Context: an optimization exercise on an open-source flow, tuned for small area and a short achievable clock period. The choices shown serve that exercise and are no tape-out recipe. RTL that was checked went through simulation tests only; none was proved equivalent to the original. No activity file was given, so power comes from the tool's default toggle rates.

alpha:
## pwm_block
module pwm_block (
    input  wire        clk,
    input  wire        rst,
    input  wire        fast_tick,
    input  wire        slow_tick,
    input  wire        cmd_valid,
    input  wire [31:0] cmd,
    output reg         rsp_valid,
    output reg  [2:0]  rsp_err,
    output reg  [31:0] rsp_data,
    output wire [5:0]  out
);
Size in the first run: ~890 cells after synthesis, ~140 flip-flops, ~7400 µm² of cells after synthesis.
Settings: LEC_CHECK=0, ABC_AREA=1, CAP_MARGIN=20, CORE_MARGIN=2, CORE_UTILIZATION=40, SLEW_MARGIN=20, BUFFER_PORTS_ARGS=-buffer_cell sky130_fd_sc_hd__buf_1, CTS_ARGS=-sink_clustering_enable -repair_clock_nets -dont_use_dummy_load -buf_list sky130_fd_sc_hd__clkbuf_8, SETUP_SLACK_MARGIN=7; clock period 12.0 ns.
standard.sh (not shown) runs the stock make flow with config.mk's settings and CLKGATE_MAP_FILE= SYNTH_SCRIPT=/design/flow/synth_recipe.tcl, a recipe that flattens the netlist after the stock synthesis.
==> flow/flow/run.sh <==
#!/bin/bash
# Layout flow: the standard ORFS flow (standard.sh) with these changes:
#  * synthesis is the standard synthesis script, except that ABC maps the
#    logic with the area-oriented script flow/abc.script (registers, their
#    names and cell types are untouched);
#  * ports are buffered with buf_1 cells instead of delay buffers;
#  * CTS uses the buffers in CTS_BUF_LIST without dummy loads.
# Each tool's output goes to the ORFS logs under orfs/logs and to flow_*.log here.
set -euo pipefail
W=$(pwd)
F=$W/flow

# synthesis script: synth_recipe.tcl sourcing a copy of ORFS synth.tcl whose
# abc call uses our script
sed "s#^  log_cmd abc {\*}\$abc_args#  log_cmd abc -script $F/abc.script {*}[lrange \$abc_args 2 end]#" \
    "$FLOW_HOME/scripts/synth.tcl" > "$W/my_synth.tcl"
grep -q "abc -script $F/abc.script" "$W/my_synth.tcl"
sed "s#source \$::env(SCRIPTS_DIR)/synth.tcl#source $W/my_synth.tcl#" "$W/synth_recipe.tcl" > "$W/my_synth_recipe.tcl"
grep -q "source $W/my_synth.tcl" "$W/my_synth_recipe.tcl"

cat "$F/extra.mk" >> "$W/config.mk"

sed "s#SYNTH_SCRIPT=[^ ]*synth_recipe.tcl#SYNTH_SCRIPT=$W/my_synth_recipe.tcl#" "$W/standard.sh" > "$W/my_standard.sh"
grep -q "SYNTH_SCRIPT=$W/my_synth_recipe.tcl" "$W/my_standard.sh"

bash "$W/my_standard.sh" > "$W/flow_make.log" 2>&1
==> flow/flow/abc.script <==
strash
&get -n
&dch
&nf
&put
==> flow/flow/extra.mk <==
export BUFFER_PORTS_ARGS = -buffer_cell sky130_fd_sc_hd__buf_1
export CTS_ARGS = -sink_clustering_enable -repair_clock_nets -dont_use_dummy_load -buf_list sky130_fd_sc_hd__clkbuf_8
export SETUP_SLACK_MARGIN = 7
alpha: full flow OK, the timing, DRC and antenna checks passed
> inputs changed (alpha -> epsilon)
-- flow/design.v --
<<< alpha, line 128
        end
    end
    reg [3:0] qy;
    reg [4:0] ry, ryn;
    always @(*) begin
        qy[3] = (v[7:5] >= 3'd5);
        case (v[7:5])
            3'd0, 3'd5: ry = 5'b00001;
            3'd1, 3'd6: ry = 5'b00010;
            3'd2, 3'd7: ry = 5'b00100;
            3'd3:       ry = 5'b01000;
            default:    ry = 5'b10000;
        endcase
        for (k = 2; k >= 0; k = k - 1) begin
            qy[k]  = ry[3] | ry[4] | (ry[2] & v[k + 2]);
            ryn[0] = v[k + 2] ? ry[2] : ry[0];
            ryn[1] = v[k + 2] ? ry[0] : ry[3];
            ryn[2] = v[k + 2] ? ry[3] : ry[1];
            ryn[3] = v[k + 2] ? ry[1] : ry[4];
            ryn[4] = v[k + 2] ? ry[4] : ry[2];
            ry = ryn;
        end
    end
    wire [4:0] qn = {1'b0, qy} + 5'd20 + {4'd0, ry[4] & (v[1:0] != 2'b00)};
    wire [15:0] env_new = thr_hi  ? {11'd0, 2'b11, 2'b00, dir_q} :
                          thr_neg ? 16'd0 :
>>> epsilon, line 128
        end
    end
    wire [4:0] qn = {1'b0, qp[3:0]} + 5'd20 + {4'd0, r[4] & (v[1:0] != 2'b00)};
    wire [15:0] env_new = thr_hi  ? {11'd0, 2'b11, 2'b00, dir_q} :
                          thr_neg ? 16'd0 :
<<< alpha, line 162
    wire lt500   = fz & (fast_q[8:0] < 9'd500);
    wire gt500   = ~fz | (fast_q[8:0] > 9'd500);
    wire lt_imm  = fz & (fast_q[8:0] < cmd[8:0]);
    wire lt_raw  = fz & (fast_q[8:0] < thr_q[8:0]);
    wire lt_thr  = thr_hi ? lt500 : (~thr_neg & lt_raw);
    wire lt      = a_poll ? lt_imm : lt_thr;
    wire set_on  = gt500 | (~pwm_on_q & lt);
    wire set_off = pwm_on_q & lt500;
>>> epsilon, line 141
    wire lt500   = fz & (fast_q[8:0] < 9'd500);
    wire gt500   = ~fz | (fast_q[8:0] > 9'd500);
    wire       is_poll = cmd_valid & op_poll;
    wire [8:0] pthr    = is_poll ? cmd[8:0] : thr_q[8:0];
    wire lt_raw  = fz & (fast_q[8:0] < pthr);
    wire lt_thr  = thr_hi ? lt500 : (~thr_neg & lt_raw);
    wire lt      = is_poll ? lt_raw : lt_thr;
    wire set_on  = gt500 | (~pwm_on_q & lt);
    wire set_off = pwm_on_q & lt500;
<<< alpha, line 207
    wire fast_clr = a_rstf | a_pulse | (do_poll & gt500);
    wire slow_clr = a_rsts | a_pulse;
    reg [5:0] out_n;
    integer i;
    always @(*) begin
        out_n = out_q;
        for (i = 0; i < 6; i = i + 1) begin
            if (a_set && c_ch == i)
                out_n[i] = c_b;
            if (p_wr && pch == i)
                out_n[i] = set_on;
        end
    end
    wire [31:0] rd_data =
>>> epsilon, line 187
    wire fast_clr = a_rstf | a_pulse | (do_poll & gt500);
    wire slow_clr = a_rsts | a_pulse;
    wire      o_wr  = a_set | p_wr;
    wire      o_val = a_set ? c_b : set_on;
    reg [5:0] out_n;
    integer i;
    always @(*) begin
        out_n = out_q;
        for (i = 0; i < 6; i = i + 1)
            if (o_wr && pch == i)
                out_n[i] = o_val;
    end
    wire [31:0] rd_data =
==> run summary <==
[compare] base=alpha new=epsilon: final cell count fell by 48, clock period minus worst slack rose by 430 ps, power share of the combinational group rose by 0.2 points, number of global-route vias before repair fell by 446.
Met2 track demand over resource in global routing (higher): alpha
Summary — register-to-register slack, epsilon relative to alpha: lower, by 210 ps.
Worst path buffer plus inverter count is lower on alpha
Function not checked in epsilon: the RTL went through the layout flow alone.

-- what the ideal ports hide --
How much do the figures lean on ideal ports? The routed layouts below were timed once more, with nothing changed but the port constraints. Step 1 (the two cells are an assumption about what drives the block):
set clk [get_ports {clk}]
set_driving_cell -lib_cell sky130_fd_sc_hd__clkbuf_16 $clk
set_driving_cell -lib_cell sky130_fd_sc_hd__buf_2 [delete_from_list [all_inputs] $clk]
Step 2 also shifts input and output timing later by t, the mid clock arrival at the registers, as if the neighbouring blocks saw the same clock. Slacks: no drivers / after step 1 / after step 2; pairs: no drivers / after step 1.
run | shift t [ns] | slack for setup (ns) | worst setup path after step 2
alpha | 0.480 | 7.044 / 7.047 / 6.567 | input to register
epsilon | 0.478 | 6.610 / 6.594 / 6.116 | input to register
After both steps every run listed still meets setup and hold. For epsilon, which loses most, drivers alone change the setup slack by -0.016 ns; drivers and shift together by -0.494 ns.
